From an optimization exercise on the open Yosys and OpenROAD flow, aimed at small area, a short achievable clock period and few clock cycles per item; shortcuts taken in it are not production practice.
Function was checked by simulation only, so behaviour that the tests miss may differ from the original.

### design/flow/run.sh
#!/bin/bash
# synth_recipe.tcl (not shown) runs the flow's synth.tcl, then flattens the netlist and writes it again
# the make line also repeats each setting of config.mk as NAME=value (left out here)
make -C /OpenROAD-flow-scripts/flow DESIGN_CONFIG=/design/flow/config.mk WORK_HOME=/design/flow/orfs CLKGATE_MAP_FILE= SYNTH_SCRIPT=/design/flow/synth_recipe.tcl finish
### design/flow/config.mk
export PLATFORM = sky130hd
export DESIGN_NAME = am_demod
export DESIGN_NICKNAME = am_demod
export VERILOG_FILES = /design/flow/design.v
export SDC_FILE = /design/flow/constraint.sdc
export NUM_CORES = 4
export LEC_CHECK = 0
export CAP_MARGIN = 20
export CORE_MARGIN = 2
export CORE_UTILIZATION = 22
export GPL_ROUTABILITY_DRIVEN = 1
export PLACE_DENSITY = 0.35
export SLEW_MARGIN = 20
### design/flow/constraint.sdc
create_clock -name core_clock -period 30.0 [get_ports {clk}]
set_input_delay 6.0000 -clock core_clock [delete_from_list [all_inputs] [get_ports {clk}]]
set_output_delay 6.0000 -clock core_clock [all_outputs]
set_load 0.01 [all_outputs]
### design/flow/design.v
module fp_lzc #(
    parameter W  = 64,
    parameter CW = 7
) (
    input  wire [W-1:0]  x,
    output reg  [CW-1:0] cnt
);
    localparam P = 1 << CW;
    reg [P-1:0] v;
    integer k;
    always @* begin
        v   = {x, 1'b1, {(P - W - 1){1'b0}}};
        cnt = {CW{1'b0}};
        for (k = CW - 1; k >= 0; k = k - 1) begin
            if ((v >> (P - (1 << k))) == 0) begin
                cnt = cnt | (1 << k);
                v   = v << (1 << k);
            end
        end
    end
endmodule
module fp_half (
    input  wire [63:0] x,
    output reg  [63:0] y
);
    always @* begin
        if (x[62:53] != 10'd0)
            y = {x[63], x[62:52] - 11'd1, x[51:0]};
        else
            y = {x[63], {11'd0, x[52:1]} + {62'd0, x[0] & x[1]}};
    end
endmodule
module fp_sq53 (
    input  wire [51:0] f,
    output wire [54:0] hi,
    output wire        st50
);
    wire [52:0] m = {1'b1, f};
    reg  [105:0] acc;
    integer i;
    always @* begin
        acc = 106'd0;
        for (i = 0; i < 53; i = i + 1)
            acc = acc + ((((({53'd0, m} >> (i + 1)) << (2 * i + 2)) | (106'd1 << (2 * i)))) & {106{m[i]}});
    end
    assign hi = acc[105:51];
    assign st50 = |m[25:0];
endmodule
module fp_rsq (
    input  wire [54:0] h,
    input  wire        st50,
    input  wire [10:0] e,
    input  wire        z,
    output reg  [62:0] p
);
    reg signed [13:0] E;
    reg [53:0] w, ws, mask;
    reg [13:0] sh;
    reg [10:0] fld;
    reg        st, inc;
    always @* begin
        if (h[54]) begin
            E  = $signed({2'b0, e, 1'b0}) - 14'sd1022;
            w  = h[54:1];
            st = h[0] | st50;
        end else begin
            E  = $signed({2'b0, e, 1'b0}) - 14'sd1023;
            w  = h[53:0];
            st = st50;
        end
        ws   = w;
        fld  = E[10:0];
        sh   = 14'd0;
        mask = 54'd0;
        if (E < 14'sd1) begin
            fld = 11'd0;
            sh  = 14'sd1 - E;
            if (sh >= 14'd54) begin
                ws = 54'd0;
                st = 1'b1;
            end else begin
                mask = ~({54{1'b1}} << sh[5:0]);
                st   = st | (|(w & mask));
                ws   = w >> sh[5:0];
            end
        end
        inc = ws[0] & (st | ws[1]);
        p   = {fld, ws[52:1]} + {62'd0, inc};
        if (z) p = 63'd0;
    end
endmodule
module fp_mulc2 (
    input  wire [52:0] q,
    input  wire        inc,
    output wire [54:0] hi
);
    wire [53:0]  x = {1'b0, q};
    wire [107:0] prod = ({54'd0,x} << 53) - ({54'd0,x} << 51) + ({54'd0,x} << 49) + ({54'd0,x} << 46) - ({54'd0,x} << 43) - ({54'd0,x} << 40) - ({54'd0,x} << 37) + ({54'd0,x} << 34) - ({54'd0,x} << 32) - ({54'd0,x} << 28) - ({54'd0,x} << 26) - ({54'd0,x} << 24) + ({54'd0,x} << 21) - ({54'd0,x} << 18) + ({54'd0,x} << 14) + ({54'd0,x} << 10) - ({54'd0,x} << 8) + ({54'd0,x} << 6) - ({54'd0,x} << 4) - ({54'd0,x} << 2) + ({54'd0,x} << 0)
                        + ({108{inc}} & 108'h1A36E2EB1C432D);
    assign hi = prod[105:51];
endmodule
module fp_rndc2 (
    input  wire [54:0] h,
    input  wire        stb,
    input  wire [10:0] rexp,
    input  wire        z,
    output reg  [62:0] p
);
    reg [10:0] E;
    reg [51:0] fr;
    reg        g, st;
    always @* begin
        if (h[54]) begin
            E = rexp - 11'd13; fr = h[53:2]; g = h[1]; st = h[0] | stb;
        end else begin
            E = rexp - 11'd14; fr = h[52:1]; g = h[0]; st = stb;
        end
        p = {E, fr} + {62'd0, g & (st | fr[0])};
        if (z) p = 63'd0;
    end
endmodule
module fp_mulc1 (
    input  wire [62:0] a,
    output reg  [62:0] p
);
    wire [10:0]  e  = a[62:52];
    wire [52:0]  m  = {e != 11'd0, a[51:0]};
    wire [53:0]  x  = {1'b0, m};
    wire [107:0] prod = ({54'd0,x} << 53) - ({54'd0,x} << 40) + ({54'd0,x} << 38) - ({54'd0,x} << 36) - ({54'd0,x} << 33) + ({54'd0,x} << 30) + ({54'd0,x} << 27) + ({54'd0,x} << 24) - ({54'd0,x} << 21) + ({54'd0,x} << 19) + ({54'd0,x} << 15) + ({54'd0,x} << 13) + ({54'd0,x} << 11) - ({54'd0,x} << 8) + ({54'd0,x} << 5) - ({54'd0,x} << 1);
    wire         e1 = (e[10:1] == 10'd0);           
    wire [10:0]  E  = e1 ? 11'd1 : e;
    wire         st51 = |m[50:0];
    wire         st50 = |m[49:0];
    reg  [10:0]  fld;
    reg  [51:0]  fr;
    reg          g, st;
    always @* begin
        if (prod[105] | e1) begin
            fr = prod[104:53]; g = prod[52]; st = st51;
            fld = prod[105] ? E : (E - 11'd1);
        end else begin
            fr = prod[103:52]; g = prod[51]; st = st50;
            fld = E - 11'd1;
        end
        p = {fld, fr} + {62'd0, g & (st | fr[0])};
    end
endmodule
module fp_align (
    input  wire [52:0] m,
    input  wire [10:0] d,
    output reg  [55:0] r
);
    reg [55:0] v;
    always @* begin
        v = {m, 3'b000};
        if (d >= 11'd56)
            r = {55'd0, |m};
        else
            r = (v >> d[5:0]) | {55'd0, |(v & ~({56{1'b1}} << d[5:0]))};
    end
endmodule
module fp_addp (
    input  wire [62:0] a,
    input  wire [62:0] b,
    output reg  [62:0] p
);
    wire        swap = (b[62:52] > a[62:52]);
    wire [62:0] A  = swap ? b : a;
    wire [62:0] B  = swap ? a : b;
    wire [10:0] EA = (A[62:52] == 11'd0) ? 11'd1 : A[62:52];
    wire [10:0] EB = (B[62:52] == 11'd0) ? 11'd1 : B[62:52];
    wire [52:0] MA = {A[62:52] != 11'd0, A[51:0]};
    wire [52:0] MB = {B[62:52] != 11'd0, B[51:0]};
    wire [55:0] bs;
    fp_align u_al (.m(MB), .d(EA - EB), .r(bs));
    wire [56:0] S = {1'b0, MA, 3'b000} + {1'b0, bs};
    reg  [51:0] fr;
    reg  [10:0] fld;
    reg         g, st;
    always @* begin
        if (S[56]) begin
            fr = S[55:4]; g = S[3]; st = |S[2:0]; fld = EA + 11'd1;
        end else begin
            fr = S[54:3]; g = S[2]; st = |S[1:0]; fld = S[55] ? EA : 11'd0;
        end
        p = {fld, fr} + {62'd0, g & (st | fr[0])};
    end
endmodule
module fp_adds1 (
    input  wire [63:0] a,
    input  wire [63:0] b,
    output wire [56:0] S,
    output wire [10:0] EA,
    output wire        sgn,
    output wire        zsgn
);
    wire        swap = (b[62:0] > a[62:0]);
    wire [63:0] A  = swap ? b : a;
    wire [63:0] B  = swap ? a : b;
    assign      EA = (A[62:52] == 11'd0) ? 11'd1 : A[62:52];
    wire [10:0] EB = (B[62:52] == 11'd0) ? 11'd1 : B[62:52];
    wire [52:0] MA = {A[62:52] != 11'd0, A[51:0]};
    wire [52:0] MB = {B[62:52] != 11'd0, B[51:0]};
    wire [55:0] bs;
    fp_align u_al (.m(MB), .d(EA - EB), .r(bs));
    wire        sub = a[63] ^ b[63];
    assign S    = sub ? ({1'b0, MA, 3'b000} - {1'b0, bs}) : ({1'b0, MA, 3'b000} + {1'b0, bs});
    assign sgn  = A[63];
    assign zsgn = a[63] & b[63];
endmodule
module fp_adds2 (
    input  wire [56:0] S,
    input  wire [10:0] EA,
    input  wire        sgn,
    input  wire        zsgn,
    output reg  [63:0] z
);
    wire [5:0]  lz;
    fp_lzc #(.W(56), .CW(6)) u_lzc (.x(S[55:0]), .cnt(lz));
    wire [10:0] lim = EA - 11'd1;
    wire [5:0]  sh  = (lim < {5'd0, lz}) ? lim[5:0] : lz;
    wire [55:0] T   = S[55:0] << sh;
    reg  [51:0] fr;
    reg  [10:0] fld;
    reg         g, st;
    always @* begin
        if (S[56]) begin
            fr = S[55:4]; g = S[3]; st = |S[2:0]; fld = EA + 11'd1;
        end else begin
            fr = T[54:3]; g = T[2]; st = |T[1:0]; fld = T[55] ? (EA - {5'd0, sh}) : 11'd0;
        end
        z = {sgn, {fld, fr} + {62'd0, g & (st | fr[0])}};
        if (S == 57'd0) z = {zsgn, 63'd0};
    end
endmodule
module sqrt_prep (
    input  wire [62:0] t,
    output wire [53:0] X,
    output wire [10:0] rexp,
    output wire        z
);
    wire [10:0] e  = t[62:52];
    wire [52:0] mx = {e != 11'd0, t[51:0]};
    wire [5:0]  lz;
    fp_lzc #(.W(53), .CW(6)) u_lzc (.x(mx), .cnt(lz));
    wire [52:0] mn = mx << lz;
    wire signed [12:0] ue = ((e == 11'd0) ? 13'sd1 : $signed({2'd0, e})) - 13'sd1023 - $signed({7'd0, lz});
    wire        odd = ue[0];
    assign X    = odd ? {mn, 1'b0} : {1'b0, mn};
    wire signed [12:0] he = (ue - $signed({12'd0, odd})) >>> 1;
    assign rexp = he[10:0] + 11'd1023;
    assign z    = (t == 63'd0);
endmodule
module sqrt_iter #(parameter N = 3) (
    input  wire [N:0]   rem,
    input  wire [N-1:0] q,
    input  wire [1:0]   d,
    output wire [N+1:0] rem_o,
    output wire [N:0]   q_o
);
    wire [N+2:0] rs = {rem, d};
    wire [N+2:0] tr = {1'b0, q, 2'b01};
    wire [N+2:0] df = rs - tr;
    wire         ge = (rs >= tr);
    assign rem_o = ge ? df[N+1:0] : rs[N+1:0];
    assign q_o   = {q, ge};
endmodule
module sqrt_stage #(parameter I = 0, parameter AW = 54) (
    input  wire [I+3:0]  rem,
    input  wire [I+2:0]  q,
    input  wire [AW-1:0] rad,
    output wire [I+6:0]  rem_o,
    output wire [I+5:0]  q_o,
    output wire [AW-1:0] rad_o
);
    wire [AW+5:0] rx = {rad, 6'd0};
    wire [I+4:0] r1; wire [I+3:0] q1;
    wire [I+5:0] r2; wire [I+4:0] q2;
    sqrt_iter #(.N(I+3)) u1 (.rem(rem), .q(q),  .d(rx[AW+5:AW+4]), .rem_o(r1), .q_o(q1));
    sqrt_iter #(.N(I+4)) u2 (.rem(r1),  .q(q1), .d(rx[AW+3:AW+2]), .rem_o(r2), .q_o(q2));
    sqrt_iter #(.N(I+5)) u3 (.rem(r2),  .q(q2), .d(rx[AW+1:AW]),   .rem_o(rem_o), .q_o(q_o));
    assign rad_o = rx[AW-1:0];
endmodule
module am_demod (
    input  wire         clk,
    input  wire         rst,
    input  wire         in_valid,
    output wire         in_ready,
    input  wire [63:0]  in_re,
    input  wire [63:0]  in_im,
    output wire         out_valid,
    input  wire         out_ready,
    output wire [63:0]  out_re,
    output wire [63:0]  out_im
);
    reg         ph;
    reg  [30:1] v;           
    reg         ovq;
    reg  [63:0] y;
    reg  [62:0] am_dc;
    wire stall = ph & v[30] & ovq;
    wire adv   = ~stall;
    wire enW   = ph & adv;
    wire enN   = ~ph;
    reg  [63:0] re_q, im_q;
    reg         inv_q;
    always @(posedge clk) begin
        re_q  <= in_re;
        im_q  <= in_im;
        inv_q <= in_valid;
    end
    assign in_ready  = ph & inv_q & ~stall;
    wire   xfer      = in_ready & in_valid;
    assign out_valid = ovq;
    assign out_re    = y;
    assign out_im    = y;
    wire [63:0] xs = ph ? re_q : im_q;
    wire [54:0] sq_h;
    wire        sq_st;
    fp_sq53 u_sq (.f(xs[51:0]), .hi(sq_h), .st50(sq_st));
    reg  [54:0] pq_h;
    reg         pq_st, pq_z;
    reg  [10:0] pq_e;
    always @(posedge clk)
        if (adv) begin
            pq_h  <= sq_h;
            pq_st <= sq_st;
            pq_e  <= xs[62:52];
            pq_z  <= (xs[62:52] == 11'd0);
        end
    wire [62:0] rsq;
    fp_rsq u_rsq (.h(pq_h), .st50(pq_st), .e(pq_e), .z(pq_z), .p(rsq));
    reg  [62:0] p1, p2, t_r;
    wire [62:0] tsum;
    fp_addp u_addt (.a(p1), .b(p2), .p(tsum));
    always @(posedge clk) begin
        if (enN) p1  <= rsq;
        if (enW) p2  <= rsq;
        if (enN) t_r <= tsum;
    end
    wire [53:0] X0;
    wire [10:0] rexp0;
    wire        z0;
    sqrt_prep u_prep (.t(t_r), .X(X0), .rexp(rexp0), .z(z0));
    wire [57:0] rem_b [0:9];
    wire [55:0] q_b   [0:9];
    wire [53:0] rad_b [0:9];     
    wire [10:0] rexp_b[0:9];
    wire        z_b   [0:9];
    assign rem_b[0]  = 58'd0;
    assign q_b[0]    = 56'd0;
    assign rad_b[0]  = X0;
    assign rexp_b[0] = rexp0;
    assign z_b[0]    = z0;
    genvar s;
    generate
        for (s = 0; s < 9; s = s + 1) begin : stg
            localparam integer I   = 6 * s;
            localparam integer AW0 = 54 - 2 * I;
            localparam integer AW  = (AW0 > 0) ? AW0 : 1;
            reg  [I+3:0]  rem;
            reg  [I+2:0]  q;
            reg  [AW-1:0] rad;
            reg  [10:0]   rexp;
            reg           z;
            wire [I+6:0]  rem_o;
            wire [I+5:0]  q_o;
            wire [AW-1:0] rad_o;
            sqrt_stage #(.I(I), .AW(AW)) u_st (
                .rem(rem), .q(q), .rad(rad), .rem_o(rem_o), .q_o(q_o), .rad_o(rad_o));
            always @(posedge clk) begin
                if (enW) begin
                    rem  <= rem_b[s][I+3:0];
                    q    <= q_b[s][I+2:0];
                    rad  <= (AW0 > 0) ? rad_b[s][53:54-AW] : {AW{1'b0}};
                    rexp <= rexp_b[s];
                    z    <= z_b[s];
                end else if (enN) begin
                    rem  <= rem_o[I+3:0];
                    q    <= q_o[I+2:0];
                    rad  <= rad_o;
                end
            end
            assign rem_b[s+1]  = {{(58-(I+7)){1'b0}}, rem_o};
            assign q_b[s+1]    = {{(56-(I+6)){1'b0}}, q_o};
            assign rad_b[s+1]  = (AW0 > 0) ? ({rad_o, {(54-AW){1'b0}}}) : 54'd0;
            assign rexp_b[s+1] = rexp;
            assign z_b[s+1]    = z;
        end
    endgenerate
    reg  [53:0] rq;
    reg         r_nz, r_z;
    reg  [10:0] r_exp;
    always @(posedge clk)
        if (enW) begin
            rq    <= q_b[9][53:0];
            r_nz  <= |rem_b[9];
            r_exp <= rexp_b[9];
            r_z   <= z_b[9];
        end
    wire        r_inc = rq[0] & (r_nz | rq[1]);
    wire [53:0] r_R   = {1'b0, rq[53:1]} + {53'd0, r_inc};
    wire [62:0] cur   = r_z ? 63'd0 : ({r_exp, rq[52:1]} + {62'd0, r_inc});
    wire [54:0] m2_h;
    fp_mulc2 u_m2 (.q(rq[53:1]), .inc(r_inc), .hi(m2_h));
    reg  [54:0] m2_q;
    reg         m2_st, m2_z;
    reg  [10:0] m2_e;
    reg  [62:0] cur1, cur2;
    always @(posedge clk)
        if (enN) begin
            m2_q  <= m2_h;
            m2_st <= |r_R[50:0];      
            m2_e  <= r_exp;
            m2_z  <= r_z;
            cur1  <= cur;
            cur2  <= cur1;
        end
    wire [62:0] t2w, t1w;
    fp_rndc2 u_r2 (.h(m2_q), .stb(m2_st), .rexp(m2_e), .z(m2_z), .p(t2w));
    fp_mulc1 u_m1 (.a(am_dc), .p(t1w));
    reg  [62:0] t1, t2;
    always @(posedge clk)
        if (enW) begin
            t1 <= t1w;
            t2 <= t2w;
        end
    wire [62:0] dcw;
    fp_addp u_adddc (.a(t1), .b(t2), .p(dcw));
    reg  [63:0] h2;
    wire [63:0] ga = ph ? {1'b0, cur2}  : y;
    wire [63:0] gb = ph ? {1'b1, am_dc} : h2;
    wire [56:0] gS;
    wire [10:0] gE;
    wire        gsg, gzs;
    fp_adds1 u_g1 (.a(ga), .b(gb), .S(gS), .EA(gE), .sgn(gsg), .zsgn(gzs));
    reg  [56:0] S_q;
    reg  [10:0] E_q;
    reg         sg_q, zs_q;
    always @(posedge clk)
        if (adv) begin
            S_q  <= gS;
            E_q  <= gE;
            sg_q <= gsg;
            zs_q <= gzs;
        end
    wire [63:0] gz, gh;
    fp_adds2 u_g2 (.S(S_q), .EA(E_q), .sgn(sg_q), .zsgn(zs_q), .z(gz));
    fp_half  u_hf (.x(gz), .y(gh));
    always @(posedge clk)
        if (enN) h2 <= gh;
    always @(posedge clk) begin
        if (rst) begin
            ph    <= 1'b0;
            v     <= 30'd0;
            ovq   <= 1'b0;
            y     <= 64'd0;
            am_dc <= 63'd0;
        end else begin
            if (adv) begin
                ph <= ~ph;
                v  <= {v[29:1], xfer};
            end
            if (enN && v[25]) am_dc <= dcw;
            if (enW && v[30]) y <= gh;
            ovq <= (enW & v[30]) | (ovq & ~out_ready);
        end
    end
endmodule
==> key figures, run 1 <==
Detailed routing
  • DRC Markers: 0
  • Via-to-Cell Ratio: 4.84
  • Drt pass-1 iters: 8
  • DRT Wirelength: 1,210,000 um
  • Routed len/inst: 25.7 um
  • Via count: 229,000
  • DR iter-0 viols: 17,700
  • Antenna-violating nets left: 0

Worst setup path
  • CP peak stage delay: 0.84 ns
  • Most common cell on crit path: o21ai_0
  • Data arrival time of the worst path: 18.87 ns
  • Reg2reg start: stg[8].q[1]
  • Highest-delay cell along the critical path: a311oi_1
  • Req. time, crit path: 30.68 ns
  • Worst setup path start: stg[8].q[1]
  • Maximum fanout along the worst path: 56
  • Worst Setup End Kind: register
  • Critical path class: reg -> reg
  • CP Launch Type: register

Synth
  • Ys Warns: 11
  • Post-synth EDFFs: 1,470
  • Seq/Total Area, Yosys: 0.189
  • Synth top area cells: fa_1 21%, edfxtp_1 16%, ha_1 11%, nand2_1 5.4%, inv_1 5.3%
  • Top cell type's share of synthesized area: 0.212
  • Asr flop ratio synth: 0
  • Register bit total from synthesis: 1,811
  • Cell count after synthesis: 30,900
  • Ys flop type: edfxtp_1
  • Cell Area, Synth: 0.269 mm2
  • Synth area leader: fa_1
  • Distinct cells, synth: 138
  • Syn_nets: 36,300
  • Avg Inst Size Synth: 8.72 um2

Finish
  • Leading cell type in the layout, fill and taps excluded: nand2_1
  • Finished Layout Cells: 47,300
  • Syn-to-layout area delta: 12.2%
  • Commonest non-fill, non-tap cells in the layout: 3,863 x nand2_1, 3,817 x inv_1, 2,846 x fa_1
  • Nets: 36,100
  • Share of post-route cells with drive strength above 1: 0.0626

Timing
  • Hold Vio Cnt, Final: 0
  • Min cycle time layout: 18.18 ns
  • Slew HR: 0.143
  • Fmax: 55.0 MHz
  • Setup-violating endpoint count in the final report: 0
  • Setup TNS: 0 ns
  • Period utilization: 0.606
  • RSZ-0062 raised after global routing: false
  • Actual slew at the worst max-slew pin: 1.28 ns
  • Slew Viols, Final: 0
  • Clock skew: 0.129 ns

GRT
  • Vias in the first global route: 233,000
  • GRT Overall Usage: 0.193
  • Antenna violations before repair: 88
  • Pin count of the biggest net entering global routing: 159
  • GR Overflow Total: 0
  • First-pass GRT wire length: 1,740,000 um

Die
  • Die area: 1.23 mm2
  • Die W: 1110 um
  • FP Rows: 406
  • Starting Density: 0.221
  • Area of the core: 1.22 mm2
  • Die height: 1110 um
  • Top-Level Pins: 262

Placed design
  • Placed cells: 46,800
  • DP Wirelength: 952,000 um
  • Port-buffer cells: 259
  • Placer Congestion: 0.921

Worst hold path
  • HP Start: stg[8].q[20]
  • HP Class: reg -> reg

Clock tree
  • Post-CTS Resized: 0
  • CTS clk-pin slew, worst paths: 0.06 ns
  • Root Driver: clkbuf_16
  • Clock latency on the worst-skew pair: 1.10 ns
  • Total clock sinks: 1,811
  • Post-CTS Setup Bufs: 0
  • Maximum buffer depth of the clock tree: 5
  • Clock buffer count from CTS: 278
  • H-tree Lvls: 5
  • CTS hold repair buffers: 0
  • TritonCTS clock tree: yes

Flow run
  • Max Cap Violations: 0

Outcome
  • Status: no timing/DRC/antenna violations
[logic make-up (layout without fill, tap and decap cells)]
group | after synthesis | after routing | synth area share
buffers and inverters | 5277 | 5306 | 0.0753
xor gates and xnor gates | 1468 | 1468 | 0.0478
and+or+nand+nor | 9344 | 9344 | 0.155
adders and majority gates | 5266 | 5266 | 0.324
DFF | 1811 | 1811 | 0.189
other | 0 | 41 | 0
AOI/OAI and AO/OA | 6196 | 6196 | 0.146
muxes | 1541 | 1541 | 0.0627
[layout make-up]
cell class	instances	area [um2]
Antenna cell	41	103
Clock buffer	329	7440
Clock inverter	168	1910
Fill cell	133000	919000
Inverter	3883	14600
Multi-Input combinational cell	23800	199000
Sequential cell	1811	51000
Tap cell	16300	20400
Timing Repair Buffer	926	7760
[stage by stage]
step	utilization	hold slack, ns	setup WS, ns	instance area (um2)
floorplan	-	0.400	8.91	269000
global route	0.247	0.389	10.33	302000
global placement	0.240	0.403	11.50	293000
CTS	0.247	0.357	11.55	302000
detailed placement	0.240	0.405	11.63	293000
finish	0.247	0.372	11.82	302000
[routing by layer]
layer,global-route usage,share of wire,vias to the layer above
met5,0,0.000058,-
li1,-,-,105000
met2,0.313,0.46,6072
met3,0.0184,0.041,1226
met1,0.268,0.46,116000
met4,0.0641,0.038,10
[sequential cells by signal, indices dropped and copies added, names as in the netlist, 30 cells and up]
name,cells
S_q,57
t1,63
t2,63
p1,63
y,64
stg.rexp,99
rq,54
m2_q,55
t_r,63
p2,63
stg.rem,249
im_q,63
stg.q,240
pq_h,55
v,30
h2,64
re_q,63
stg.rad,150
cur2,63
cur1,63
am_dc,63
[synth_stat cells (all sizes together) (492+ instances only)]
master and count:
nand3 540, xnor2 975, edfxtp 1470, inv 3849, nand2 3874, ha 2416
fa 2848, a21o 535, mux2i 1132, nor3 619, o21ai 1417, clkbuf 1043
a21oi 1931, xor2 492, nor2 2515
[final timing paths]
path,to,slack [ns],cells past startpoint
setup / recovery,r_nz,11.82,54
hold / removal,rq[23],0.37,0
hold reg to reg,rq[23],0.37,0
setup reg to reg,r_nz,11.82,54
[critical path, delay by kind of cell, from the launching register on]
| kind | cells | cell delay, ns |
|---|---|---|
| buf+inv | 8 | 2.75 |
| fa+ha+maj | 3 | 1.20 |
| simple gates | 13 | 2.98 |
| compound gates | 30 | 10.31 |
| flops | 1 | 0.51 |
Testbench counts, summed over its fixed seeds: cycles 3,456, items 1,600.
==> run 2: changes to the inputs <==
--- a/design/flow/design.v
+++ b/design/flow/design.v
@@ -163,6 +163,9 @@
     input  wire [62:0] a,
     input  wire [62:0] b,
-    output reg  [62:0] p
+    output wire [62:0] p,
+    output reg  [62:0] pu,
+    output reg         pinc
 );
+    assign p = pu + {62'd0, pinc};
     wire        swap = (b[62:52] > a[62:52]);
     wire [62:0] A  = swap ? b : a;
@@ -184,5 +187,6 @@
             fr = S[54:3]; g = S[2]; st = |S[1:0]; fld = S[55] ? EA : 11'd0;
         end
-        p = {fld, fr} + {62'd0, g & (st | fr[0])};
+        pu   = {fld, fr};
+        pinc = g & (st | fr[0]);
     end
 endmodule
@@ -235,9 +239,11 @@
 endmodule
 module sqrt_prep (
-    input  wire [62:0] t,
+    input  wire [62:0] tu,
+    input  wire        tinc,
     output wire [53:0] X,
     output wire [10:0] rexp,
     output wire        z
 );
+    wire [62:0] t  = tu + {62'd0, tinc};
     wire [10:0] e  = t[62:52];
     wire [52:0] mx = {e != 11'd0, t[51:0]};
@@ -261,6 +267,6 @@
     wire [N+2:0] rs = {rem, d};
     wire [N+2:0] tr = {1'b0, q, 2'b01};
-    wire [N+2:0] df = rs - tr;
-    wire         ge = (rs >= tr);
+    wire [N+3:0] df = {1'b0, rs} - {1'b0, tr};
+    wire         ge = ~df[N+3];
     assign rem_o = ge ? df[N+1:0] : rs[N+1:0];
     assign q_o   = {q, ge};
@@ -310,5 +316,11 @@
         inv_q <= in_valid;
     end
-    assign in_ready  = ph & inv_q & ~stall;
+    reg    ir_q;
+    wire   ph_n   = adv ? ~ph : ph;
+    wire   v30_n  = adv ? v[29] : v[30];
+    wire   ovq_n  = (enW & v[30]) | (ovq & ~out_ready);
+    always @(posedge clk)
+        ir_q <= ~rst & ph_n & in_valid & ~(ph_n & v30_n & ovq_n);
+    assign in_ready  = ir_q;
     wire   xfer      = in_ready & in_valid;
     assign out_valid = ovq;
@@ -332,15 +344,20 @@
     fp_rsq u_rsq (.h(pq_h), .st50(pq_st), .e(pq_e), .z(pq_z), .p(rsq));
     reg  [62:0] p1, p2, t_r;
-    wire [62:0] tsum;
-    fp_addp u_addt (.a(p1), .b(p2), .p(tsum));
+    reg         t_inc;
+    wire [62:0] tsum, tsum_u;
+    wire        tsum_i;
+    fp_addp u_addt (.a(p1), .b(p2), .p(tsum), .pu(tsum_u), .pinc(tsum_i));
     always @(posedge clk) begin
         if (enN) p1  <= rsq;
         if (enW) p2  <= rsq;
-        if (enN) t_r <= tsum;
+        if (enN) begin
+            t_r   <= tsum_u;     
+            t_inc <= tsum_i;
+        end
     end
     wire [53:0] X0;
     wire [10:0] rexp0;
     wire        z0;
-    sqrt_prep u_prep (.t(t_r), .X(X0), .rexp(rexp0), .z(z0));
+    sqrt_prep u_prep (.tu(t_r), .tinc(t_inc), .X(X0), .rexp(rexp0), .z(z0));
     wire [57:0] rem_b [0:9];
     wire [55:0] q_b   [0:9];
@@ -390,10 +407,12 @@
     endgenerate
     reg  [53:0] rq;
-    reg         r_nz, r_z;
+    reg  [54:0] r_rem;
+    reg         r_z;
     reg  [10:0] r_exp;
+    wire        r_nz = |r_rem;
     always @(posedge clk)
         if (enW) begin
             rq    <= q_b[9][53:0];
-            r_nz  <= |rem_b[9];
+            r_rem <= rem_b[9][54:0];
             r_exp <= rexp_b[9];
             r_z   <= z_b[9];
@@ -427,5 +446,5 @@
         end
     wire [62:0] dcw;
-    fp_addp u_adddc (.a(t1), .b(t2), .p(dcw));
+    fp_addp u_adddc (.a(t1), .b(t2), .p(dcw), .pu(), .pinc());
     reg  [63:0] h2;
     wire [63:0] ga = ph ? {1'b0, cur2}  : y;
==> design/flow/flow/run.sh (new file) <==
#!/bin/bash
# The standard layout (the standard.sh: ORFS synthesis through finish), with
# ORFS's timing repair asked for a setup margin, so that it sizes and buffers the
# slowest paths although they already meet the 30 ns clock. Each ORFS step keeps
# its own log under orfs/logs; make's output goes to standard_flow.log.
set -o pipefail
bash standard.sh SETUP_SLACK_MARGIN=18 finish > standard_flow.log 2>&1
==> design/flow/standard.sh (new file) <==
#!/bin/bash
# synth_recipe.tcl (not shown) runs the flow's synth.tcl, then flattens the netlist and writes it again
# the make line also repeats each setting of config.mk as NAME=value (left out here)
make -C /OpenROAD-flow-scripts/flow DESIGN_CONFIG=/design/flow/config.mk WORK_HOME=/design/flow/orfs CLKGATE_MAP_FILE= SYNTH_SCRIPT=/design/flow/synth_recipe.tcl "${@:-finish}"
--- a/design/flow/config.mk
+++ b/design/flow/config.mk
@@ -8,6 +8,6 @@
 export CAP_MARGIN = 20
 export CORE_MARGIN = 2
-export CORE_UTILIZATION = 22
+export CORE_UTILIZATION = 35
 export GPL_ROUTABILITY_DRIVEN = 1
-export PLACE_DENSITY = 0.35
+export PLACE_DENSITY = 0.5
 export SLEW_MARGIN = 20
removed: design/flow/run.sh
==> key figures, run 2 <==
Outcome
  • Status: no timing/DRC/antenna violations

Clock tree
  • TritonCTS clock tree: yes
  • Clock buffer count from CTS: 233 (-16%)
  • Clock latency on the worst-skew pair: 1.09 ns (about the same)
  • CTS clk-pin slew, worst paths: 0.06 ns (about the same)
  • CTS hold repair buffers: 0 (unchanged)
  • Total clock sinks: 1,811 (unchanged)
  • Root Driver: clkbuf_16
  • Maximum buffer depth of the clock tree: 4 (-1)
  • H-tree Lvls: 4 (-1)

Timing
  • Fmax: 80.6 MHz (+47%)
  • Hold Vio Cnt, Final: 0 (unchanged)
  • Setup-violating endpoint count in the final report: 0 (unchanged)
  • Min cycle time layout: 12.40 ns (-5.78 ns)
  • RSZ-0062 raised after global routing: true
  • Clock skew: 0.192 ns (+0.0630 ns)
  • Slew HR: 0.0830 (-0.0596)
  • Slew Viols, Final: 0 (unchanged)
  • Hold WS: 0.371 ns (-0.00155 ns)
  • Actual slew at the worst max-slew pin: 1.38 ns (+0.0954 ns)
  • Period utilization: 0.413 (-0.193)
  • Setup TNS: 0 ns (unchanged)

Worst setup path
  • Req. time, crit path: 30.73 ns (+0.05 ns)
  • Highest-delay cell along the critical path: or4_4
  • Worst Setup End Kind: register
  • Maximum fanout along the worst path: 8 (-86%)
  • CP peak stage delay: 0.59 ns (-0.25 ns)
  • Most common cell on crit path: a21oi_2
  • CP Launch Type: register
  • Critical path class: reg -> reg
  • Data arrival time of the worst path: 13.13 ns (-5.74 ns)

Finish
  • Max FFs per register: 249 (unchanged)
  • Syn-to-layout area delta: 16.2%
  • Biggest regs: stg.rem (249), stg.q (240), stg.rad (150)
  • Share of post-route cells with drive strength above 1: 0.133 (+0.0700)
  • Nets: 36,200 (+0.12%)
  • FILL cells: 75,600 (-43%)
  • Commonest non-fill, non-tap cells in the layout: 3,806 x inv_1, 3,321 x nand2_1, 2,836 x fa_1
  • Register with the most flip-flops: stg.rem
  • Leading cell type in the layout, fill and taps excluded: inv_1

Detailed routing
  • DR iter-0 viols: 20,600 (+16%)
  • Drt pass-1 iters: 8 (unchanged)
  • Routed len/inst: 25.6 um (-0.39%)
  • Via-to-Cell Ratio: 5.58 (+15%)
  • Antenna-violating nets left: 0 (unchanged)
  • Via count: 229,000 (+0.23%)
  • DRT Wirelength: 1,050,000 um (-13%)
  • DRC Markers: 0 (unchanged)

Synth
  • Top cell type's share of synthesized area: 0.214 (+0.00202)
  • Post-synth top cells: 3,894 x inv_1, 3,366 x nand2_1, 2,847 x fa_1, 2,410 x ha_1, 2,395 x nor2_1
  • Cell with the most instances after synthesis: inv_1
  • Distinct cells, synth: 128 (-7.2%)
  • Avg Inst Size Synth: 8.86 um2 (+1.7%)
  • Register bit total from synthesis: 1,811 (unchanged)
  • Cell count after synthesis: 30,100 (-2.6%)
  • Synth top area cells: fa_1 21%, edfxtp_1 17%, ha_1 11%, inv_1 5.5%, nand2_1 4.7%
  • Seq/Total Area, Yosys: 0.191 (+0.00187)
  • Asr flop ratio synth: 0 (unchanged)
  • Synth area leader: fa_1
  • Cell Area, Synth: 0.267 mm2 (-0.98%)
  • Ys Warns: 11 (unchanged)
  • Syn_nets: 35,500 (-2.3%)
  • Post-synth EDFFs: 1,470 (unchanged)
  • Ys flop type: edfxtp_1

Worst hold path
  • HP Class: reg -> reg

GRT
  • GRT Overall Usage: 0.263 (+0.0701)
  • Vias in the first global route: 227,000 (-2.6%)
  • First-pass GRT wire length: 1,530,000 um (-12%)
  • GR Overflow Total: 0 (unchanged)
  • Pin count of the biggest net entering global routing: 175 (+10%)
  • Antenna violations before repair: 46 (-48%)

Placed design
  • Placer Congestion: 0.947 (+2.7%)
  • Port-buffer cells: 259 (unchanged)
  • DP Wirelength: 779,000 um (-18%)

Die
  • Die area: 0.769 mm2 (-38%)
  • Top-Level Pins: 262 (unchanged)
  • FP Rows: 320 (-21%)
  • Area of the core: 0.760 mm2 (-38%)
  • Starting Density: 0.351 (+0.131)
  • Die height: 877 um (-21%)
  • Die W: 877 um (-21%)

Flow run
  • Max Cap Violations: 0 (unchanged)
-- run 2: per-layer routing --
layer	part of all wire	track usage	wire length, um
met4	0.050	0.104	52400
met5	0.00015	0	153
met1	0.43	0.359	453000
met3	0.070	0.0388	74000
met2	0.45	0.421	473000
-- run 2: worst paths after layout --
kind                            depth (start not counted)  endpoint  slack (ns)    start
worst max register to register                         61   S_q[55]       17.60       ph
worst min register to register                          0   cur2[0]        0.37  cur1[0]
worst max-delay path                                   61   S_q[55]       17.60       ph
worst min-delay path                                    0   cur2[0]        0.37  cur1[0]
-- run 2: repair_timing --
action                      CTS  global route
setup buffers               488           367
gates cloned                 70            30
pin swaps                   308           524
setup endpoints to repair   628           540
hold endpoints to repair      0             0
resized for setup          1288          1178
-- run 2: kinds of logic after synthesis --
logic type,share of synthesized area
AND/OR/NAND/NOR,0.144
AO/OA/AOI/OAI,0.143
adder cells (fa/ha/maj),0.327
buffers and inverters,0.0758
flip-flops,0.191
multiplexers,0.0718
XOR/XNOR,0.0474
-- run 2: critical path: cells and delay by family, from the launching register on --
| family | cells | cell delay [ns] |
|---|---|---|
| DFF | 1 | 0.38 |
| AOI/OAI and AO/OA | 27 | 4.97 |
| muxes | 2 | 0.57 |
| xor gates and xnor gates | 1 | 0.14 |
| adders and majority gates | 5 | 1.48 |
| buffers and inverters | 13 | 1.75 |
| and+or+nand+nor | 13 | 2.65 |
-- run 2: layout make-up --
cell class / count / area [um2] / share of cell area
tap: 10100 / 12700 / 0.0409
sequential: 1811 / 51000 / 0.165
clock inverter: 156 / 1810 / 0.00583
multi-input combinational: 23000 / 205000 / 0.661
timing repair buffer: 1730 / 17900 / 0.0578
timing repair inverter: 3 / 45.0 / 0.000145
inverter: 3941 / 15100 / 0.0487
clock buffer: 282 / 6300 / 0.0203
antenna: 13 / 32.5 / 0.000105
-- run 2: per-stage QoR --
step,util,cell area [um2],setup slack (ns),instances
floorplan,-,268000,17.86,30100
global placement,0.371,282000,12.44,39700
detailed placement,0.371,282000,12.50,39700
CTS,0.397,301000,17.90,40700
global route,0.408,310000,17.11,41100
finish,0.408,310000,17.60,41100
Testbench counts of run 2, summed over its fixed seeds: cycles 3,456, items 1,600.
==> run 3: changes to the inputs <==
--- a/design/flow/design.v
+++ b/design/flow/design.v
@@ -121,11 +121,15 @@
 endmodule
 module fp_mulc1 (
-    input  wire [62:0] a,
-    output reg  [62:0] p
+    input  wire [62:0] au,
+    input  wire        ainc,
+    output reg  [62:0] pu,
+    output reg         pinc
 );
-    wire [10:0]  e  = a[62:52];
-    wire [52:0]  m  = {e != 11'd0, a[51:0]};
-    wire [53:0]  x  = {1'b0, m};
-    wire [107:0] prod = ({54'd0,x} << 53) - ({54'd0,x} << 40) + ({54'd0,x} << 38) - ({54'd0,x} << 36) - ({54'd0,x} << 33) + ({54'd0,x} << 30) + ({54'd0,x} << 27) + ({54'd0,x} << 24) - ({54'd0,x} << 21) + ({54'd0,x} << 19) + ({54'd0,x} << 15) + ({54'd0,x} << 13) + ({54'd0,x} << 11) - ({54'd0,x} << 8) + ({54'd0,x} << 5) - ({54'd0,x} << 1);
+    wire [10:0]  e  = au[62:52];
+    wire [52:0]  mu = {e != 11'd0, au[51:0]};
+    wire [53:0]  m  = {1'b0, mu} + {53'd0, ainc};    
+    wire [52:0]  x  = mu;
+    wire [107:0] prod = ({55'd0,x} << 53) - ({55'd0,x} << 40) + ({55'd0,x} << 38) - ({55'd0,x} << 36) - ({55'd0,x} << 33) + ({55'd0,x} << 30) + ({55'd0,x} << 27) + ({55'd0,x} << 24) - ({55'd0,x} << 21) + ({55'd0,x} << 19) + ({55'd0,x} << 15) + ({55'd0,x} << 13) + ({55'd0,x} << 11) - ({55'd0,x} << 8) + ({55'd0,x} << 5) - ({55'd0,x} << 1)
+                        + ({108{ainc}} & 108'h1FFF2E48E8A71E);
     wire         e1 = (e[10:1] == 10'd0);           
     wire [10:0]  E  = e1 ? 11'd1 : e;
@@ -143,5 +147,6 @@
             fld = E - 11'd1;
         end
-        p = {fld, fr} + {62'd0, g & (st | fr[0])};
+        pu   = {fld, fr};
+        pinc = g & (st | fr[0]);
     end
 endmodule
@@ -161,5 +166,6 @@
 endmodule
 module fp_addp (
-    input  wire [62:0] a,
+    input  wire [62:0] au,
+    input  wire        ainc,
     input  wire [62:0] b,
     output wire [62:0] p,
@@ -168,5 +174,7 @@
 );
     assign p = pu + {62'd0, pinc};
-    wire        swap = (b[62:52] > a[62:52]);
+    wire [62:0] a    = au + {62'd0, ainc};
+    wire [10:0] ea   = au[62:52] + {10'd0, ainc & (&au[51:0])};
+    wire        swap = (b[62:52] > ea);
     wire [62:0] A  = swap ? b : a;
     wire [62:0] B  = swap ? a : b;
@@ -199,5 +207,5 @@
     output wire        zsgn
 );
-    wire        swap = (b[62:0] > a[62:0]);
+    wire        swap = (b[62:52] > a[62:52]);
     wire [63:0] A  = swap ? b : a;
     wire [63:0] B  = swap ? a : b;
@@ -209,6 +217,10 @@
     fp_align u_al (.m(MB), .d(EA - EB), .r(bs));
     wire        sub = a[63] ^ b[63];
-    assign S    = sub ? ({1'b0, MA, 3'b000} - {1'b0, bs}) : ({1'b0, MA, 3'b000} + {1'b0, bs});
-    assign sgn  = A[63];
+    wire [57:0] df  = {2'b0, MA, 3'b000} - {2'b0, bs};
+    wire [56:0] dr  = {1'b0, MB, 3'b000} - {1'b0, MA, 3'b000};
+    wire [56:0] sm  = {1'b0, MA, 3'b000} + {1'b0, bs};
+    wire        neg = sub & df[57];
+    assign S    = sub ? (neg ? dr : df[56:0]) : sm;
+    assign sgn  = A[63] ^ neg;
     assign zsgn = a[63] & b[63];
 endmodule
@@ -227,5 +239,6 @@
     reg  [51:0] fr;
     reg  [10:0] fld;
-    reg         g, st;
+    reg         g, st, inc, c;
+    reg  [62:0] base;
     always @* begin
         if (S[56]) begin
@@ -234,5 +247,13 @@
             fr = T[54:3]; g = T[2]; st = |T[1:0]; fld = T[55] ? (EA - {5'd0, sh}) : 11'd0;
         end
-        z = {sgn, {fld, fr} + {62'd0, g & (st | fr[0])}};
+        inc = g & (st | fr[0]);
+        if (fld[10:1] != 10'd0) begin
+            base = {fld - 11'd1, fr};
+            c    = inc;
+        end else begin
+            base = {11'd0, fld[0], fr[51:1]};
+            c    = inc ? (fr[0] | fr[1]) : (fr[0] & fr[1]);
+        end
+        z = {sgn, base + {62'd0, c}};
         if (S == 57'd0) z = {zsgn, 63'd0};
     end
@@ -301,9 +322,11 @@
 );
     reg         ph;
-    reg  [30:1] v;           
+    reg  [32:1] v;           
     reg         ovq;
     reg  [63:0] y;
-    reg  [62:0] am_dc;
-    wire stall = ph & v[30] & ovq;
+    reg  [62:0] am_u;        
+    reg         am_i;
+    reg  [62:0] am_full;
+    wire stall = ph & v[32] & ovq;
     wire adv   = ~stall;
     wire enW   = ph & adv;
@@ -318,6 +341,6 @@
     reg    ir_q;
     wire   ph_n   = adv ? ~ph : ph;
-    wire   v30_n  = adv ? v[29] : v[30];
-    wire   ovq_n  = (enW & v[30]) | (ovq & ~out_ready);
+    wire   v30_n  = adv ? v[31] : v[32];
+    wire   ovq_n  = (enW & v[32]) | (ovq & ~out_ready);
     always @(posedge clk)
         ir_q <= ~rst & ph_n & in_valid & ~(ph_n & v30_n & ovq_n);
@@ -347,5 +370,5 @@
     wire [62:0] tsum, tsum_u;
     wire        tsum_i;
-    fp_addp u_addt (.a(p1), .b(p2), .p(tsum), .pu(tsum_u), .pinc(tsum_i));
+    fp_addp u_addt (.au(p1), .ainc(1'b0), .b(p2), .p(tsum), .pu(tsum_u), .pinc(tsum_i));
     always @(posedge clk) begin
         if (enN) p1  <= rsq;
@@ -426,5 +449,5 @@
     reg         m2_st, m2_z;
     reg  [10:0] m2_e;
-    reg  [62:0] cur1, cur2;
+    reg  [62:0] cur1, cur2, cur3;
     always @(posedge clk)
         if (enN) begin
@@ -435,19 +458,25 @@
             cur1  <= cur;
             cur2  <= cur1;
+            cur3  <= cur2;
         end
     wire [62:0] t2w, t1w;
+    wire        t1iw;
     fp_rndc2 u_r2 (.h(m2_q), .stb(m2_st), .rexp(m2_e), .z(m2_z), .p(t2w));
-    fp_mulc1 u_m1 (.a(am_dc), .p(t1w));
+    fp_mulc1 u_m1 (.au(am_u), .ainc(am_i), .pu(t1w), .pinc(t1iw));
     reg  [62:0] t1, t2;
+    reg         t1i;
     always @(posedge clk)
         if (enW) begin
-            t1 <= t1w;
-            t2 <= t2w;
-        end
-    wire [62:0] dcw;
-    fp_addp u_adddc (.a(t1), .b(t2), .p(dcw), .pu(), .pinc());
+            t1      <= t1w;
+            t1i     <= t1iw;
+            t2      <= t2w;
+            am_full <= am_u + {62'd0, am_i};
+        end
+    wire [62:0] dcu;
+    wire        dci;
+    fp_addp u_adddc (.au(t1), .ainc(t1i), .b(t2), .p(), .pu(dcu), .pinc(dci));
     reg  [63:0] h2;
-    wire [63:0] ga = ph ? {1'b0, cur2}  : y;
-    wire [63:0] gb = ph ? {1'b1, am_dc} : h2;
+    wire [63:0] ga = ph ? {1'b0, cur3}    : y;
+    wire [63:0] gb = ph ? {1'b1, am_full} : h2;
     wire [56:0] gS;
     wire [10:0] gE;
@@ -464,7 +493,6 @@
             zs_q <= gzs;
         end
-    wire [63:0] gz, gh;
-    fp_adds2 u_g2 (.S(S_q), .EA(E_q), .sgn(sg_q), .zsgn(zs_q), .z(gz));
-    fp_half  u_hf (.x(gz), .y(gh));
+    wire [63:0] gh;      
+    fp_adds2 u_g2 (.S(S_q), .EA(E_q), .sgn(sg_q), .zsgn(zs_q), .z(gh));
     always @(posedge clk)
         if (enN) h2 <= gh;
@@ -472,16 +500,20 @@
         if (rst) begin
             ph    <= 1'b0;
-            v     <= 30'd0;
+            v     <= 32'd0;
             ovq   <= 1'b0;
             y     <= 64'd0;
-            am_dc <= 63'd0;
+            am_u  <= 63'd0;
+            am_i  <= 1'b0;
         end else begin
             if (adv) begin
                 ph <= ~ph;
-                v  <= {v[29:1], xfer};
+                v  <= {v[31:1], xfer};
+            end
+            if (enN && v[25]) begin
+                am_u <= dcu;
+                am_i <= dci;
             end
-            if (enN && v[25]) am_dc <= dcw;
-            if (enW && v[30]) y <= gh;
-            ovq <= (enW & v[30]) | (ovq & ~out_ready);
+            if (enW && v[32]) y <= gh;
+            ovq <= (enW & v[32]) | (ovq & ~out_ready);
         end
     end
==> key figures, run 3 <==
Detailed routing
  • Antenna-violating nets left: 0 (unchanged)
  • Routed len/inst: 24.6 um (-3.7%)
  • DRC Markers: 0 (unchanged)
  • DR iter-0 viols: 18,600 (-9.6%)
  • Via count: 226,000 (-1.4%)
  • DRT Wirelength: 1,010,000 um (-4.1%)
  • Drt pass-1 iters: 8 (unchanged)
  • Via-to-Cell Ratio: 5.52 (-1.0%)

Clock tree
  • Clock latency on the worst-skew pair: 1.04 ns (-0.05 ns)
  • Clock buffer count from CTS: 241 (+3.4%)
  • H-tree Lvls: 4 (unchanged)
  • Maximum buffer depth of the clock tree: 4 (unchanged)
  • CTS hold repair buffers: 0 (unchanged)
  • Total clock sinks: 1,941 (+7.2%)
  • TritonCTS clock tree: yes
  • CTS clk-pin slew, worst paths: 0.06 ns (about the same)
  • Root Driver: clkbuf_16

Worst setup path
  • Most common cell on crit path: buf_4
  • FF-to-FF End: am_u[54]
  • Req. time, crit path: 30.88 ns (+0.15 ns)
  • Setup crit end: am_u[54]
  • Reg2reg path depth: 90 (+48%)
  • Highest-delay cell along the critical path: edfxtp_1
  • Worst setup path start: t1[37]
  • CP peak stage delay: 0.39 ns (-0.20 ns)
  • Reg2reg start: t1[37]
  • FF-to-FF setup slack: 16.71 ns (-0.89 ns)
  • Data arrival time of the worst path: 14.16 ns (+1.03 ns)
  • Maximum fanout along the worst path: 6 (-2)
  • Worst Setup End Kind: register
  • CP Launch Type: register
  • Critical path class: reg -> reg

Synth
  • Avg Inst Size Synth: 8.96 um2 (+1.1%)
  • Post-Synth Simple-Gate Area: 0.143 (-0.000628)
  • Asr flop ratio synth: 0 (unchanged)
  • Mux share of post-synthesis cell area: 0.0687 (-0.00311)
  • Cell count after synthesis: 30,100 (-0.053%)
  • Cell Area, Synth: 0.269 mm2 (+1.0%)
  • Ys Warns: 10 (-1)
  • Ys flop type: edfxtp_1
  • Post-synth top cells: 3,833 x inv_1, 3,181 x nand2_1, 2,878 x fa_1, 2,695 x nor2_1, 2,400 x ha_1
  • Synth Area in XOR/XNOR: 0.0475 (+0.000106)
  • Register bit total from synthesis: 1,941 (+7.2%)
  • Distinct cells, synth: 123 (-3.9%)
  • Seq/Total Area, Yosys: 0.204 (+0.0125)
  • Synth area leader: fa_1
  • Cell with the most instances after synthesis: inv_1
  • Synth Area in Compound Gates: 0.138 (-0.00536)
  • Syn_nets: 35,500 (+0.014%)
  • Post-synth EDFFs: 1,597 (+8.6%)
  • Post-Synth Adder-Cell Area: 0.325 (-0.00148)
  • Largest family of logic cells by synthesized area: adder cells
  • Top cell type's share of synthesized area: 0.214 (about the same)
  • Synth top area cells: fa_1 21%, edfxtp_1 18%, ha_1 11%, inv_1 5.3%, mux2i_1 4.5%

Placed design
  • Cell Area, Placed: 0.284 mm2 (+0.86%)
  • DP Wirelength: 751,000 um (-3.5%)
  • Port-buffer cells: 259 (unchanged)
  • Placer Congestion: 0.936 (-1.1%)

Finish
  • Biggest regs: stg.rem (249), stg.q (240), stg.rad (150)
  • Syn-to-layout area delta: 13.6%
  • Final instance area: 0.306 mm2 (-1.3%)
  • Leading cell type in the layout, fill and taps excluded: inv_1
  • Commonest non-fill, non-tap cells in the layout: 3,751 x inv_1, 3,155 x nand2_1, 2,869 x fa_1
  • FILL cells: 76,900 (+1.8%)
  • Nets: 35,900 (-0.60%)
  • Register with the most flip-flops: stg.rem
  • Max FFs per register: 249 (unchanged)
  • Share of post-route cells with drive strength above 1: 0.104 (-0.0281)

GRT
  • Met1 Usage GRT: 0.335 (-0.0232)
  • Met3 Use GR: 0.0311 (-0.00769)
  • Antenna violations before repair: 35 (-24%)
  • Pin count of the biggest net entering global routing: 167 (-4.6%)
  • Met2 usage: 0.411 (-0.00912)
  • GR Overflow Total: 0 (unchanged)
  • Busiest layer in global routing: met2
  • GRT Overall Usage: 0.250 (-0.0125)
  • Vias in the first global route: 225,000 (-0.75%)
  • First-pass GRT wire length: 1,480,000 um (-3.4%)

Worst hold path
  • Cell count of the worst hold path: 0 (unchanged)
  • HP Class: reg -> reg

Timing
  • RSZ-0062 raised after global routing: true
  • Period utilization: 0.443 (+0.0295)
  • Setup TNS: 0 ns (unchanged)
  • Slew Viols, Final: 0 (unchanged)
  • Fmax: 75.3 MHz (-6.7%)
  • Setup-violating endpoint count in the final report: 0 (unchanged)
  • Hold Vio Cnt, Final: 0 (unchanged)
  • Clock skew: 0.112 ns (-0.0798 ns)
  • Actual slew at the worst max-slew pin: 1.20 ns (-0.178 ns)
  • Min cycle time layout: 13.29 ns (+0.886 ns)
  • Slew HR: 0.197 (+0.114)

Die
  • Area of the core: 0.768 mm2 (+1.1%)
  • Die height: 881 um (+0.50%)
  • FP Rows: 322 (+0.63%)
  • Die W: 881 um (+0.50%)
  • Starting Density: 0.351 (about the same)
  • Die area: 0.777 mm2 (+1.0%)
  • Top-Level Pins: 262 (unchanged)

Outcome
  • Status: no timing/DRC/antenna violations

Flow run
  • Max Cap Violations: 0 (unchanged)
## run 3: cell types whose count changed in the layout (fill, tap and decap cells not counted), moves of 59 or more
cell,delta
nor2_1,+368
nand2_1,-166
edfxtp_1,+127
a21oi_1,+107
mux2i_1,+107
buf_4,-101
a21oi_2,-87
and3_1,-62
nor2b_1,+61
mux2_2,-59
mux2_4,-59
## run 3: critical path: cells and delay by family, from the launching register on
| family | cells | cell delay [ns] |
|---|---|---|
| fa+ha+maj | 4 | 0.88 |
| flops | 1 | 0.39 |
| mux | 1 | 0.27 |
| compound gates | 14 | 2.47 |
| simple gates | 14 | 2.20 |
| buf+inv | 57 | 6.92 |
## run 3: logic make-up after synthesis
family | after synthesis
and+or+nand+nor | 8618
DFF | 1941
buffers and inverters | 5189
AOI/OAI and AO/OA | 5906
muxes | 1681
adders and majority gates | 5280
xor gates and xnor gates | 1461
## run 3: per-layer routing
metal | routed length (um) | vias up | share of wire
met5 | 103 | - | 0.00010
met4 | 50100 | 14 | 0.050
met3 | 65500 | 1726 | 0.065
met2 | 464000 | 7780 | 0.46
met1 | 429000 | 113000 | 0.43
li1 | - | 103000 | -
## run 3: worst min-delay path by stage
stage,start,end,slack [ns]
finish,cur2[13],cur3[13],0.34
global route,cur2[13],cur3[13],0.35
CTS,cur2[13],cur3[13],0.34
detailed placement,cur2[13],cur3[13],0.40
global placement,stg[0].rexp[10],stg[1].rexp[10],0.40
floorplan,cur1[0],cur2[0],0.40
## run 3: stage by stage
stage / utilization / std cells / hold WS, ns / setup WS, ns
6_report: 0.398 / 41000 / 0.341 / 16.71
3_5_place_dp: 0.370 / 39800 / 0.405 / 13.82
4_1_cts: 0.392 / 40600 / 0.342 / 16.98
5_1_grt: 0.398 / 40900 / 0.348 / 16.36
2_1_floorplan: - / 30100 / 0.400 / 17.80
3_3_place_gp: 0.370 / 39800 / 0.401 / 13.99
## run 3: layout make-up
type                    instances  area [um2]  share of cell area
multi-input cells           23000      200000               0.654
well taps                   10200       12800              0.0417
diodes                         12        30.0           0.0000982
clock inverters               139        1660             0.00544
clock buffers                 309        6590              0.0215
repair buffers               1511       14900              0.0488
repair inverters                1        5.00           0.0000164
flip-flops and latches       1941       54900               0.179
inverters                    3879       14800              0.0485
## run 3: what timing repair did
item,4_1_cts,5_1_grt
buffers inserted,353,307
resized for setup,909,526
pin swaps,237,237
gates cloned,56,24
endpoints found under the setup margin,579,535
Testbench counts of run 3, summed over its fixed seeds: cycles 3,472, items 1,600.

what the ideal ports hide:
No port has a modelled driver above. Below, the same layouts with a new extraction and two added sets of constraints. Step 1: set_driving_cell puts a clkbuf_16 on clk and a buf_2 on each other input, an assumption about the parent block. Step 2 moves the port delays by t, midway between the first and last clock arrival at a register: inputs arrive t later, outputs are due t later. That takes back most of the time a late clock gives input paths. Slacks: ideal / step 1 / step 2; pairs: ideal / step 1.
run	shift t [ns]	slack for setup (ns)	worst register clock-pin slew, ns	cell pins on the clock port's net
run 1	1.192	11.818 / 11.818 / 11.818	0.07 / 0.07	1
run 2	1.129	17.599 / 17.599 / 17.599	0.08 / 0.08	1
run 3	1.131	16.713 / 16.713 / 16.713	0.08 / 0.08	1
After both steps setup and hold are still met in every run listed.
